From an optimization exercise on the open Yosys and OpenROAD flow, aimed at a short achievable clock period; shortcuts taken in it are not production practice. At most, simulation tests tie the RTL to the original design; equivalence was not proved. Power is estimated from default activity; no workload was simulated.

== the baseline ==
Design clock_core, start of the top module:
module clock_core (
    input  wire        clk,
    input  wire        rst,
    input  wire        cfg_irq,        
    input  wire        cfg_edge,       
    input  wire        btn_raw,
    input  wire [9:0]  sw_raw,
    input  wire        tmr_timeout,
    input  wire        dispatch_en,
    input  wire        host_ack_btn,
    input  wire        host_ack_tick,
    output wire [15:0] packed_time,
    output wire [6:0]  hours,
    output wire [3:0]  sub_tick_count,
    output wire        halted,
    output wire        tick_pending,
    output wire        btn_cap,
    output wire        btn_lvl,
    output wire [9:0]  sw_lvl,
    output wire [6:0]  dec_min,
    output wire [6:0]  dec_sec,
    output wire        bcd_err,
    output wire        refresh,
    output wire        irq
);
For scale: ~58 flip-flops, about 77 I/O pins, ~8700 um2 of cells after synthesis.
==> module clock_core_outs, before the edit <==
module clock_core_outs (
    input  wire dispatch_en,
    input  wire cfg_irq,
    input  wire cfg_edge,
    input  wire adv_rdy,
    input  wire adv_irq,
    input  wire adv_lvl,
    input  wire irq_rdy,
    output wire refresh,
    output wire irq
);
    wire n_irq, n_edge, n_lvl;
    clock_core_nand3  u_t_irq  (.a(dispatch_en), .b(cfg_irq), .c(adv_irq), .y(n_irq));
    clock_core_nand4b u_t_edge (.a_n(cfg_irq), .b(dispatch_en), .c(cfg_edge), .d(adv_rdy), .y(n_edge));
    clock_core_nand3b u_t_lvl  (.a_n(cfg_irq), .b(dispatch_en), .c(adv_lvl), .y(n_lvl));
    clock_core_nand3  u_sum    (.a(n_irq), .b(n_edge), .c(n_lvl), .y(refresh));
    assign irq = cfg_irq & irq_rdy;
endmodule
==> module clock_core_nand3b, before the edit <==
module clock_core_nand3b (input wire a_n, input wire b, input wire c, output wire y);
    assign y = ~(~a_n & b & c);
endmodule
==> module clock_core_nand4b, before the edit <==
module clock_core_nand4b (input wire a_n, input wire b, input wire c, input wire d, output wire y);
    assign y = ~(~a_n & b & c & d);
endmodule
==> module clock_core_mode, before the edit <==
module clock_core_mode (
    input  wire dispatch_en,
    input  wire cfg_irq,
    input  wire cfg_edge,
    output wire m_irq,
    output wire m_edge,
    output wire m_lvl
);
    assign m_irq  = dispatch_en & cfg_irq;
    assign m_edge = dispatch_en & ~cfg_irq & cfg_edge;
    assign m_lvl  = dispatch_en & ~cfg_irq & ~cfg_edge;
endmodule
export LEC_CHECK = 0
export CAP_MARGIN = 20
export CORE_MARGIN = 2
export CORE_UTILIZATION = 40
export SLEW_MARGIN = 20
export SYNTH_HIERARCHICAL = 1
export SYNTH_MINIMUM_KEEP_SIZE = 0
create_clock -name core_clock -period 14.0 [get_ports {clk}]
standard.sh (not shown) runs the stock make flow with config.mk's settings and CLKGATE_MAP_FILE= SYNTH_SCRIPT=/design/flow/synth_recipe.tcl, a recipe that flattens the netlist after the stock synthesis.
==> flow/flow/run.sh <==
#!/bin/bash
set -euo pipefail
bash standard.sh SETUP_SLACK_MARGIN=8.5 finish > standard.log 2>&1
Modified inputs, the candidate compared to the baseline
diff --git a/flow/design.v b/flow/design.v
--- a/flow/design.v
+++ b/flow/design.v
@@ -376,34 +376,42 @@
     input  wire adv_irq,
     input  wire adv_lvl,
     input  wire irq_rdy,
     output wire refresh,
     output wire irq
 );
-    wire n_irq, n_edge, n_lvl;
+    wire n_irq, n_edge, n_lvl, not_irq;
+    clock_core_inv    u_not_irq (.a(cfg_irq), .y(not_irq));
     clock_core_nand3  u_t_irq  (.a(dispatch_en), .b(cfg_irq), .c(adv_irq), .y(n_irq));
-    clock_core_nand4b u_t_edge (.a_n(cfg_irq), .b(dispatch_en), .c(cfg_edge), .d(adv_rdy), .y(n_edge));
-    clock_core_nand3b u_t_lvl  (.a_n(cfg_irq), .b(dispatch_en), .c(adv_lvl), .y(n_lvl));
+    clock_core_nand4  u_t_edge (.a(not_irq), .b(dispatch_en), .c(cfg_edge), .d(adv_rdy), .y(n_edge));
+    clock_core_nand3  u_t_lvl  (.a(not_irq), .b(dispatch_en), .c(adv_lvl), .y(n_lvl));
     clock_core_nand3  u_sum    (.a(n_irq), .b(n_edge), .c(n_lvl), .y(refresh));
     assign irq = cfg_irq & irq_rdy;
 endmodule
 module clock_core_nand3 (input wire a, input wire b, input wire c, output wire y);
     assign y = ~(a & b & c);
 endmodule
-module clock_core_nand3b (input wire a_n, input wire b, input wire c, output wire y);
-    assign y = ~(~a_n & b & c);
+module clock_core_inv (input wire a, output wire y);
+    assign y = ~a;
 endmodule
-module clock_core_nand4b (input wire a_n, input wire b, input wire c, input wire d, output wire y);
-    assign y = ~(~a_n & b & c & d);
+module clock_core_nand4 (input wire a, input wire b, input wire c, input wire d, output wire y);
+    assign y = ~(a & b & c & d);
 endmodule
 module clock_core_mode (
     input  wire dispatch_en,
     input  wire cfg_irq,
     input  wire cfg_edge,
     output wire m_irq,
     output wire m_edge,
     output wire m_lvl
 );
-    assign m_irq  = dispatch_en & cfg_irq;
-    assign m_edge = dispatch_en & ~cfg_irq & cfg_edge;
-    assign m_lvl  = dispatch_en & ~cfg_irq & ~cfg_edge;
+    clock_core_mode_irq u_irq (.dispatch_en(dispatch_en), .cfg_irq(cfg_irq), .m_irq(m_irq));
+    assign m_edge = dispatch_en & ~m_irq & cfg_edge;
+    assign m_lvl  = dispatch_en & ~m_irq & ~cfg_edge;
+endmodule
+module clock_core_mode_irq (
+    input  wire dispatch_en,
+    input  wire cfg_irq,
+    output wire m_irq
+);
+    assign m_irq = dispatch_en & cfg_irq;
 endmodule
## What came out
The candidate went all the way through the flow, and no timing, DRC or antenna check failed. Min area taken by flip-flops and latches across the baseline and the candidate: the candidate. Routed via count divided by cell count: the baseline and the candidate compared, higher one is the candidate. Final-layout clock buffer total for the candidate is lower than for the baseline. Against the baseline as the reference, the candidate delivers a higher final-layout fill cell count. Looking at non-clock buffer count across the baseline and the candidate, the one that comes out lower is the baseline. Fmax: the candidate higher than the baseline. Lower synthesized cell count among the baseline and the candidate: the candidate.
No functional check of the RTL was part of the candidate.

* * *

## the previous run
clock_core, a different RTL version from the one above (not shown whole).
For scale: roughly 1300 cells after synthesis, roughly 58 flip-flops, roughly 8600 um^2 of cells after synthesis.
clock: 14.0 ns
lec_check: 0
cap_margin: 20
core_margin: 2
core_utilization: 40
slew_margin: 20
synth_hierarchical: 1
synth_minimum_keep_size: 0
Scripts as last shown in full above: flow/flow/run.sh
--- input diff the previous run..the current run ---
--- a/flow/design.v
+++ b/flow/design.v
@@ -206,16 +206,14 @@
     reg [6:0]  hr;
     reg [3:0]  sub;
     reg        hlt, tp, bc, bl;
     reg [9:0]  sw;
     reg [6:0]  dm, ds;
     reg        be;
     reg        adv_rdy;    
-    reg        adv_irq;    
-    reg        adv_lvl;    
     reg        irq_rdy;    
     assign packed_time    = pt;
     assign hours          = hr;
     assign sub_tick_count = sub;
     assign halted         = hlt;
     assign tick_pending   = tp;
     assign btn_cap        = bc;
@@ -336,16 +334,14 @@
             bc      <= 1'b0;
             bl      <= 1'b0;
             sw      <= 10'd0;
             dm      <= 7'd0;
             ds      <= 7'd0;
             be      <= 1'b0;
             adv_rdy <= 1'b0;
-            adv_irq <= 1'b0;
-            adv_lvl <= 1'b0;
             irq_rdy <= 1'b0;
         end else begin
             pt      <= pt_n;
             hr      <= hr_n;
             sub     <= sub_n;
             hlt     <= hlt_n;
             tp      <= tp_n;
@@ -353,67 +349,43 @@
             bl      <= btn_raw;
             sw      <= sw_raw;
             dm      <= {3'd0, pt_n[15:12]} * 7'd10 + {3'd0, pt_n[11:8]};
             ds      <= {3'd0, pt_n[7:4]}   * 7'd10 + {3'd0, pt_n[3:0]};
             be      <= (pt_n[15:12] > 4'd9) | (pt_n[11:8] > 4'd9) |
                        (pt_n[7:4]   > 4'd9) | (pt_n[3:0]  > 4'd9);
             adv_rdy <= ~hlt_n & tp_n & (sub_n >= 4'd9);
-            adv_irq <= ~hlt_n & tp_n & (sub_n >= 4'd9) & ~bc_n;
-            adv_lvl <= ~hlt_n & tp_n & (sub_n >= 4'd9) & ~sw_raw[7];
             irq_rdy <= ~hlt_n & (bc_n | tp_n);
         end
     end
     clock_core_outs u_outs (
         .dispatch_en(dispatch_en), .cfg_irq(cfg_irq), .cfg_edge(cfg_edge),
-        .adv_rdy(adv_rdy), .adv_irq(adv_irq), .adv_lvl(adv_lvl), .irq_rdy(irq_rdy),
+        .adv_rdy(adv_rdy), .irq_rdy(irq_rdy), .btn_cap(bc), .sw_exit(lexit),
         .refresh(refresh), .irq(irq)
     );
 endmodule
 module clock_core_outs (
     input  wire dispatch_en,
     input  wire cfg_irq,
     input  wire cfg_edge,
     input  wire adv_rdy,
-    input  wire adv_irq,
-    input  wire adv_lvl,
     input  wire irq_rdy,
+    input  wire btn_cap,
+    input  wire sw_exit,
     output wire refresh,
     output wire irq
 );
-    wire n_irq, n_edge, n_lvl, not_irq;
-    clock_core_inv    u_not_irq (.a(cfg_irq), .y(not_irq));
-    clock_core_nand3  u_t_irq  (.a(dispatch_en), .b(cfg_irq), .c(adv_irq), .y(n_irq));
-    clock_core_nand4  u_t_edge (.a(not_irq), .b(dispatch_en), .c(cfg_edge), .d(adv_rdy), .y(n_edge));
-    clock_core_nand3  u_t_lvl  (.a(not_irq), .b(dispatch_en), .c(adv_lvl), .y(n_lvl));
-    clock_core_nand3  u_sum    (.a(n_irq), .b(n_edge), .c(n_lvl), .y(refresh));
-    assign irq = cfg_irq & irq_rdy;
-endmodule
-module clock_core_nand3 (input wire a, input wire b, input wire c, output wire y);
-    assign y = ~(a & b & c);
-endmodule
-module clock_core_inv (input wire a, output wire y);
-    assign y = ~a;
-endmodule
-module clock_core_nand4 (input wire a, input wire b, input wire c, input wire d, output wire y);
-    assign y = ~(a & b & c & d);
+    assign refresh = dispatch_en & adv_rdy & ~(cfg_irq & btn_cap) &
+                     (cfg_irq | cfg_edge | ~sw_exit);
+    assign irq     = cfg_irq & irq_rdy;
 endmodule
 module clock_core_mode (
     input  wire dispatch_en,
     input  wire cfg_irq,
     input  wire cfg_edge,
     output wire m_irq,
     output wire m_edge,
     output wire m_lvl
 );
-    wire n_irq_en, m_noirq;
-    clock_core_nand2 u_irq  (.a(dispatch_en), .b(cfg_irq), .y(n_irq_en));
-    clock_core_and2  u_noir (.a(dispatch_en), .b(n_irq_en), .y(m_noirq));
-    assign m_irq  = ~n_irq_en;
-    assign m_edge = m_noirq & cfg_edge;
-    assign m_lvl  = m_noirq & ~cfg_edge;
-endmodule
-module clock_core_nand2 (input wire a, input wire b, output wire y);
-    assign y = ~(a & b);
-endmodule
-module clock_core_and2 (input wire a, input wire b, output wire y);
-    assign y = a & b;
+    assign m_irq  = dispatch_en & cfg_irq;
+    assign m_edge = dispatch_en & ~cfg_irq & cfg_edge;
+    assign m_lvl  = dispatch_en & ~cfg_irq & ~cfg_edge;
 endmodule
[summary]
The current run vs. the previous run: number of flops mapped to enable cells by yosys comparable; part of the power in combinational logic now larger; cell area after synthesis now smaller; critical path arrival now larger; register bit count reported by yosys now smaller. Diff the previous run -> the current run: total number of cells along the worst setup path lower; placement-stage worst setup slack now sits lower; power now smaller; routed length on met2 has decreased.
For the previous run, only the layout was checked, not whether the RTL still works.

afterwards: timing with drivers on the ports:
In the flow no input, the clock included, has a driving cell. The finished layouts below were timed again as built, in two steps.
Step 1, drivers: a clkbuf_16 drives clk and a buf_2 each remaining input, both assumed.
Step 2 moves the port delays by t, midway between the first and last clock arrival at a register: inputs arrive t later, outputs are due t later. That takes back most of the time a late clock gives input paths.
Slacks: ideal ports / drivers / drivers and shift; pairs: ideal ports / drivers.
run	t (ns)	setup slack, ns	worst slew at a driven data input, ns	pins driven straight from the clock port
the baseline	0.395	7.944 / 7.906 / 7.906	0.05	1
the candidate	0.400	7.967 / 7.922 / 7.812	0.06	1
the previous run	0.380	7.983 / 7.930 / 7.912	0.06	1
the current run	0.362	7.882 / 7.846 / 7.846	0.06	1
After both steps every run listed still meets setup and hold. For the candidate, which loses most, drivers alone change the setup slack by -0.045 ns; drivers and shift together by -0.155 ns.
